This is an optimization exercise on Yosys and OpenROAD, whose aim is small area, a short achievable clock period and few clock cycles, not a production implementation.
In this exercise RTL edits were held to simulation tests only and were not proved equivalent to the original.

==> sierra: inputs <==
// sfsr
module sfsr (
    input  wire        clk,
    input  wire        rst,           
    input  wire        bus_valid,
    input  wire        bus_write,
    input  wire [1:0]  bus_size,      
    input  wire [14:0] bus_addr,
    input  wire [31:0] bus_wdata,
    output wire        bus_ready,
    output wire        bus_err,
    output wire [31:0] bus_rdata
);
    localparam ACC_CAP     = 16;
    localparam Q_DEPTH     = 4;
    localparam Q_FRAME_MAX = 12;
    localparam PBUF_SIZE   = 16;
    localparam RBUF_SIZE   = 16;
    localparam TX_SIZE     = 16;
    localparam RX_SIZE     = 16;
    localparam [7:0] READY_BYTE = 8'hA5;
    localparam [7:0] BUSY_BYTE  = 8'h5A;
    localparam [7:0] POLL_BYTE  = 8'hC3;
    localparam [7:0] REQ_HDR  = 8'hAA;
    localparam [7:0] REQ_TAIL = 8'h55;
    localparam [7:0] RSP_HDR  = 8'hAB;
    localparam [7:0] RSP_TAIL = 8'h54;
    localparam FK = 2;                        
    localparam [2:0] RC_OK = 3'd0, RC_ARG = 3'd1, RC_FRAME = 3'd2,
                     RC_ALLOC = 3'd3, RC_RANGE = 3'd4, RC_PARITY = 3'd5;
    localparam [7:0] OP_FEED = 8'h10, OP_ACK = 8'h11,
                     OP_PUSH = 8'h20, OP_POP = 8'h21, OP_COUNT = 8'h22,
  ...
export LEC_CHECK = 0
export CAP_MARGIN = 20
export CELL_PAD_IN_SITES_DETAIL_PLACEMENT = 1
export CELL_PAD_IN_SITES_GLOBAL_PLACEMENT = 2
export CORE_MARGIN = 2
export CORE_UTILIZATION = 45
export GPL_ROUTABILITY_DRIVEN = 1
export SETUP_SLACK_MARGIN = 3.0
export SLEW_MARGIN = 20
create_clock -name core_clock -period 8.0 [get_ports {clk}]
run.sh (not shown) runs the stock make flow with config.mk's settings and CLKGATE_MAP_FILE= SYNTH_SCRIPT=/design/flow/synth_recipe.tcl, a recipe that flattens the netlist after the stock synthesis.
==> inputs of pepper, as changes to sierra <==
--- a/flow/design.v
+++ b/flow/design.v
@@ -58,10 +58,13 @@
     reg [2:0]  rc;
     reg        seqerr, illcmd;
     reg [31:0] data_reg;
     reg        busy;                            
     reg        done_q;                          
+    reg [4:0]  cpos_q;
+    reg [3:0]  clen_q;
+    reg [4:0]  rem;
     function [7:0] byte16(input [127:0] buf16, input [3:0] i);
         byte16 = buf16[i*8 +: 8];
     endfunction
     function legal_op(input [7:0] op);
         case (op)
@@ -164,12 +167,13 @@
     wire [5:0]  n_lo     = {1'b0, w_n[4:0]};
     wire [5:0]  feed_sum = {1'b0, rx_off} + n_lo;
     wire        feed_fit = n_hi0 && (feed_sum <= 6'd16);
     wire        loop_go  = busy || (go && cmd && ex && ((op_feed && feed_fit) || op_ack));
     wire        from_pos = busy || phase;
-    wire [4:0]  c_pos    = from_pos ? feed_pos : rx_off;
-    wire [4:0]  c_len0   = (!busy && phase) ? 5'd0 : acc_len;
+    wire [4:0]  c_pos    = cpos_q;
+    wire [4:0]  c_len0   = {1'b0, clen_q};
+    wire [4:0]  c_rem    = from_pos ? rem : w_n[4:0];    
     function routable(input [7:0] t);
         routable = (t[7:4] == 4'd0) && (t[3:0] != 4'd0) && hen[t[3:0]];
     endfunction
     wire [3:0]  c_pos1  = c_pos[3:0] + 4'd1;
     wire [7:0]  rx_odd  = byte16(rxbuf, {c_pos[3:1], 1'b1});
@@ -183,12 +187,11 @@
     reg [4:0]   c_cnt;                
     reg [4:0]   c_lenf;               
     integer j, k;
     always @(*) begin
         for (j = 0; j <= FK; j = j + 1)
-            c_v[j] = from_pos ? ({1'b0, feed_pos} + j < {1'b0, feed_end})
-                              : (!n_hi0 || (n_lo > j));
+            c_v[j] = from_pos ? (rem > j) : (!n_hi0 || (n_lo > j));
         c_r1      = routable(byte16(acc, 4'd1));
         c_lenj[0] = c_len0;
         c_stop[0] = 1'b0;
         acc_nx    = acc;
         c_cnt     = 5'd0;
@@ -218,48 +221,47 @@
         c_lenf = c_lenj[FK];
     end
     wire c_disp = c_stop[FK];
     wire c_all  = !c_v[FK];           
     wire c_done = c_disp || c_all;
-    wire   ack_all   = ({1'b0, feed_pos} + FK >= {1'b0, feed_end});
+    wire   ack_all   = (rem <= FK);
     wire   cmd_addr  = bus_write && (bus_addr == 15'd0) && (bus_size == 2'd2);
     wire   feed_wait = (w_op == OP_FEED) && !phase && !(n_hi0 && (n_lo <= FK));
     wire   ack_wait  = (w_op == OP_ACK) && phase && !ack_all;
     assign bus_ready = busy ? (done_q || c_all) : !(cmd_addr && (feed_wait || ack_wait));
-    wire [16:0] n_plus1 = {1'b0, w_n} + 17'd1;
-    wire [16:0] n_plus2 = {1'b0, w_n} + 17'd2;
-    wire [16:0] n_plus4 = {1'b0, w_n} + 17'd4;
+    wire        n_gt16  = !n_hi0 || (n_lo > 6'd16);
     wire [3:0]  n4      = w_n[3:0];
     wire [1:0]  push_slot = q_head + q_count[1:0];
     wire [3:0]  head_len  = qlen[q_head*4 +: 4];
     wire        push_arg  = (pbuf_len == 5'd0);
     wire        push_ok   = !push_arg && !(q_count == 3'd4 || pbuf_len > 5'd12);
-    wire        pop_arg   = (w_n > 16'd16);
+    wire        pop_arg   = n_gt16;
     wire        pop_empty = (q_count == 3'd0);
-    wire        pop_range = ({12'd0, head_len} > w_n);
+    wire        pop_range = n_hi0 && ({2'd0, head_len} > n_lo);
     wire        pop_ok    = !pop_arg && !pop_empty && !pop_range;
     wire [95:0] head_data = qdata[q_head*96 +: 96];
     wire        b_valid    = (w_b == READY_BYTE) || (w_b == BUSY_BYTE);
     wire        prep_rp    = (w_op == OP_PREPARE_RSP) && (rsp_len != 5'd0);
-    wire        prep_unrec = (w_n == 16'd0) || (w_n > 16'd16) || !b_valid ||
-                             (prep_rp && ({11'd0, rsp_len} > w_n));
-    wire [4:0]  prep_n     = (w_n > 16'd16) ? 5'd16 : w_n[4:0];
+    wire        prep_unrec = (n_hi0 && n_lo == 6'd0) || n_gt16 || !b_valid ||
+                             (prep_rp && ({1'b0, rsp_len} > n_lo));
+    wire [4:0]  prep_n     = n_gt16 ? 5'd16 : w_n[4:0];
     wire        fill_rsp   = prep_rp && !prep_unrec;
     wire [8:0]  prep_res   = prep_unrec ? 9'h003 :
                              prep_rp    ? 9'h102 :
                              (w_b == READY_BYTE) ? 9'h000 : 9'h001;
-    wire        val_arg  = (w_n < 16'd4) || ({11'd0, pbuf_len} < w_n);
+    wire        val_arg  = !n_hi0 || (n_lo < 6'd4) || ({1'b0, pbuf_len} < n_lo);
     wire        val_req  = (w_op == OP_VALREQ);
     wire [3:0]  n_m1     = n4 - 4'd1;
     reg  [15:0] tail_eq;
     always @(*)
         for (j = 0; j < 16; j = j + 1)
             tail_eq[j] = (pbuf[j*8+1 +: 7] == 7'h2A) && (pbuf[j*8] == val_req);
     wire        val_bad  = (byte16(pbuf, 4'd0) != (val_req ? REQ_HDR : RSP_HDR)) ||
                            (byte16(pbuf, 4'd1) != w_b) ||
                            !tail_eq[n_m1];
-    wire        par_ok = (w_b != 8'd0) && (w_n > {8'd0, w_b}) && (n_plus1 < {12'd0, pbuf_len});
+    wire        par_ok = (w_b != 8'd0) && n_hi0 && (w_b[7:5] == 3'd0) && ({1'b0, w_b[4:0]} < n_lo) &&
+                         (n_lo + 6'd1 < {1'b0, pbuf_len});
     reg [7:0]   par_x;
     always @(*) begin
         par_x = 8'd0;
         for (j = 1; j < 14; j = j + 1)
             if (w_b[3:0] >= j) par_x = par_x ^ byte16(pbuf, j[3:0]);
@@ -279,11 +281,11 @@
     wire [1:0]  par_kind = w_op[3:2];           
     wire [1:0]  par_act  = w_op[1:0];           
     wire        par_bad  = (par_act == 2'd1) &&
                            ((par_kind == 2'd0) ? (pb_n != par_x) : (pb_n[0] != par_p));
     wire [7:0]  par_val  = (par_kind == 2'd0) ? par_x : {7'd0, par_p};
-    wire        gp_arg = op_w32 ? (n_plus4 > {12'd0, pbuf_len}) : (n_plus2 > {12'd0, pbuf_len});
+    wire        gp_arg = !n_hi0 || (n_lo + (op_w32 ? 6'd4 : 6'd2) > {1'b0, pbuf_len});
     wire [31:0] get_v  = op_w32 ? {pb_n, pb_n1, pb_n2, pb_n3} : {16'd0, pb_n, pb_n1};
     wire [3:0]  put_base = op_w32 ? n4 : (n4 - 4'd2);
     wire wr_pb = win_wr && (region == 3'd1);
     wire wr_rb = win_wr && (region == 3'd2);
     wire wr_rx = win_wr && (region == 3'd4);
@@ -350,10 +352,13 @@
             seqerr    <= 0;
             illcmd    <= 0;
             data_reg  <= 0;
             busy      <= 0;
             done_q    <= 0;
+            cpos_q    <= 0;
+            clen_q    <= 0;
+            rem       <= 0;
         end else begin
             pbuf  <= pbuf_nx;
             rbuf  <= rbuf_nx;
             txbuf <= txbuf_nx;
             rxbuf <= rxbuf_nx;
@@ -367,10 +372,13 @@
             end else if (ex && op_feed && !feed_fit && !(n_hi0 && (n_lo <= FK))) begin
                 busy     <= 1'b1;
                 done_q   <= 1'b1;
             end else if (loop_go) begin
                 done_q   <= c_disp && !c_all;
+                rem      <= c_rem - c_cnt;
+                cpos_q   <= (c_disp || !c_all) ? (c_pos + c_cnt) : rx_off;
+                clen_q   <= c_disp ? 4'd0 : c_lenf[3:0];
                 acc      <= acc_nx;
                 feed_pos <= c_pos + c_cnt;
                 if (!from_pos) feed_end <= feed_sum[4:0];
                 acc_len  <= c_lenf;
                 phase    <= c_disp;
@@ -389,11 +397,14 @@
                         if (bus_wdata[9]) illcmd <= 1'b0;
                     end
                     5'd5:  pbuf_len <= clamp16(bus_wdata[15:0]);
                     5'd6:  rsp_len  <= clamp16(bus_wdata[15:0]);
                     5'd8:  data_reg <= bus_wdata;
-                    5'd9:  rx_off   <= clamp16(bus_wdata[15:0]);
+                    5'd9: begin
+                        rx_off <= clamp16(bus_wdata[15:0]);
+                        if (!phase) cpos_q <= clamp16(bus_wdata[15:0]);
+                    end
                     5'd16: hen      <= bus_wdata[15:1];
                     5'd0: begin
                         if (!legal)
                             illcmd <= 1'b1;
                         else if (refused)
@@ -425,11 +436,11 @@
                                     result  <= {28'd0, head_len};
                                 end
                             end else if (w_op == OP_COUNT)
                                 result <= {29'd0, q_count};
                             else if (w_op == OP_CSTATUS)
-                                result <= ({13'd0, q_count} >= w_n) ? {24'd0, BUSY_BYTE}
+                                result <= (n_hi0 && {3'd0, q_count} >= n_lo) ? {24'd0, BUSY_BYTE}
                                                                    : {24'd0, READY_BYTE};
                             else if (op_prep) begin
                                 tx_len <= prep_n;
                                 result <= {23'd0, prep_res};
                             end else if (op_val) begin
==> run notes <==
sierra completed without violations. pepper finished but fails on max-capacitance violations, max-slew violations. Of sierra and pepper, sierra has the higher cell area (gap about 5%, measured against pepper). In pepper the routed wire length is lower than in sierra, by about 4%. Of pepper and sierra, pepper has the higher register-to-register slack (gap 0.03 ns). Fmax: sierra is higher than pepper (3.3%). Against sierra, the setup slack of pepper is worse by 0.19 ns. Utilization: pepper is lower than sierra (2.8 points).
Testbench counts of sierra, summed over its fixed seeds: cycles 20,713.
Testbench counts of pepper, summed over its fixed seeds: cycles 20,713.

[re-timing with driven ports]
No port has a modelled driver above. Below, the same layouts with a new extraction and two added sets of constraints.
Step 1 assumes that a clkbuf_16 drives the clock port and a buf_2 every other input.
Step 2 times the ports against the registers' clock, not the clock port: input delays grow and output delays shrink by t, the midpoint of the rising clock arrivals with the driver on.
Slacks: ideal / step 1 / step 2; pairs: ideal / step 1.
run | shift t [ns] | slack for setup (ns) | slew at the worst register clock pin (ns) | worst data-port slew with drivers (ns)
sierra | 0.881 | 2.339 / 2.033 / 1.677 | 0.07 / 0.07 | 0.44
pepper | 0.908 | 2.152 / 2.107 / 1.754 | 0.07 / 0.07 | 0.08
The setup slack of sierra, which loses most, moves by -0.306 ns with the drivers and by -0.662 ns with both steps.
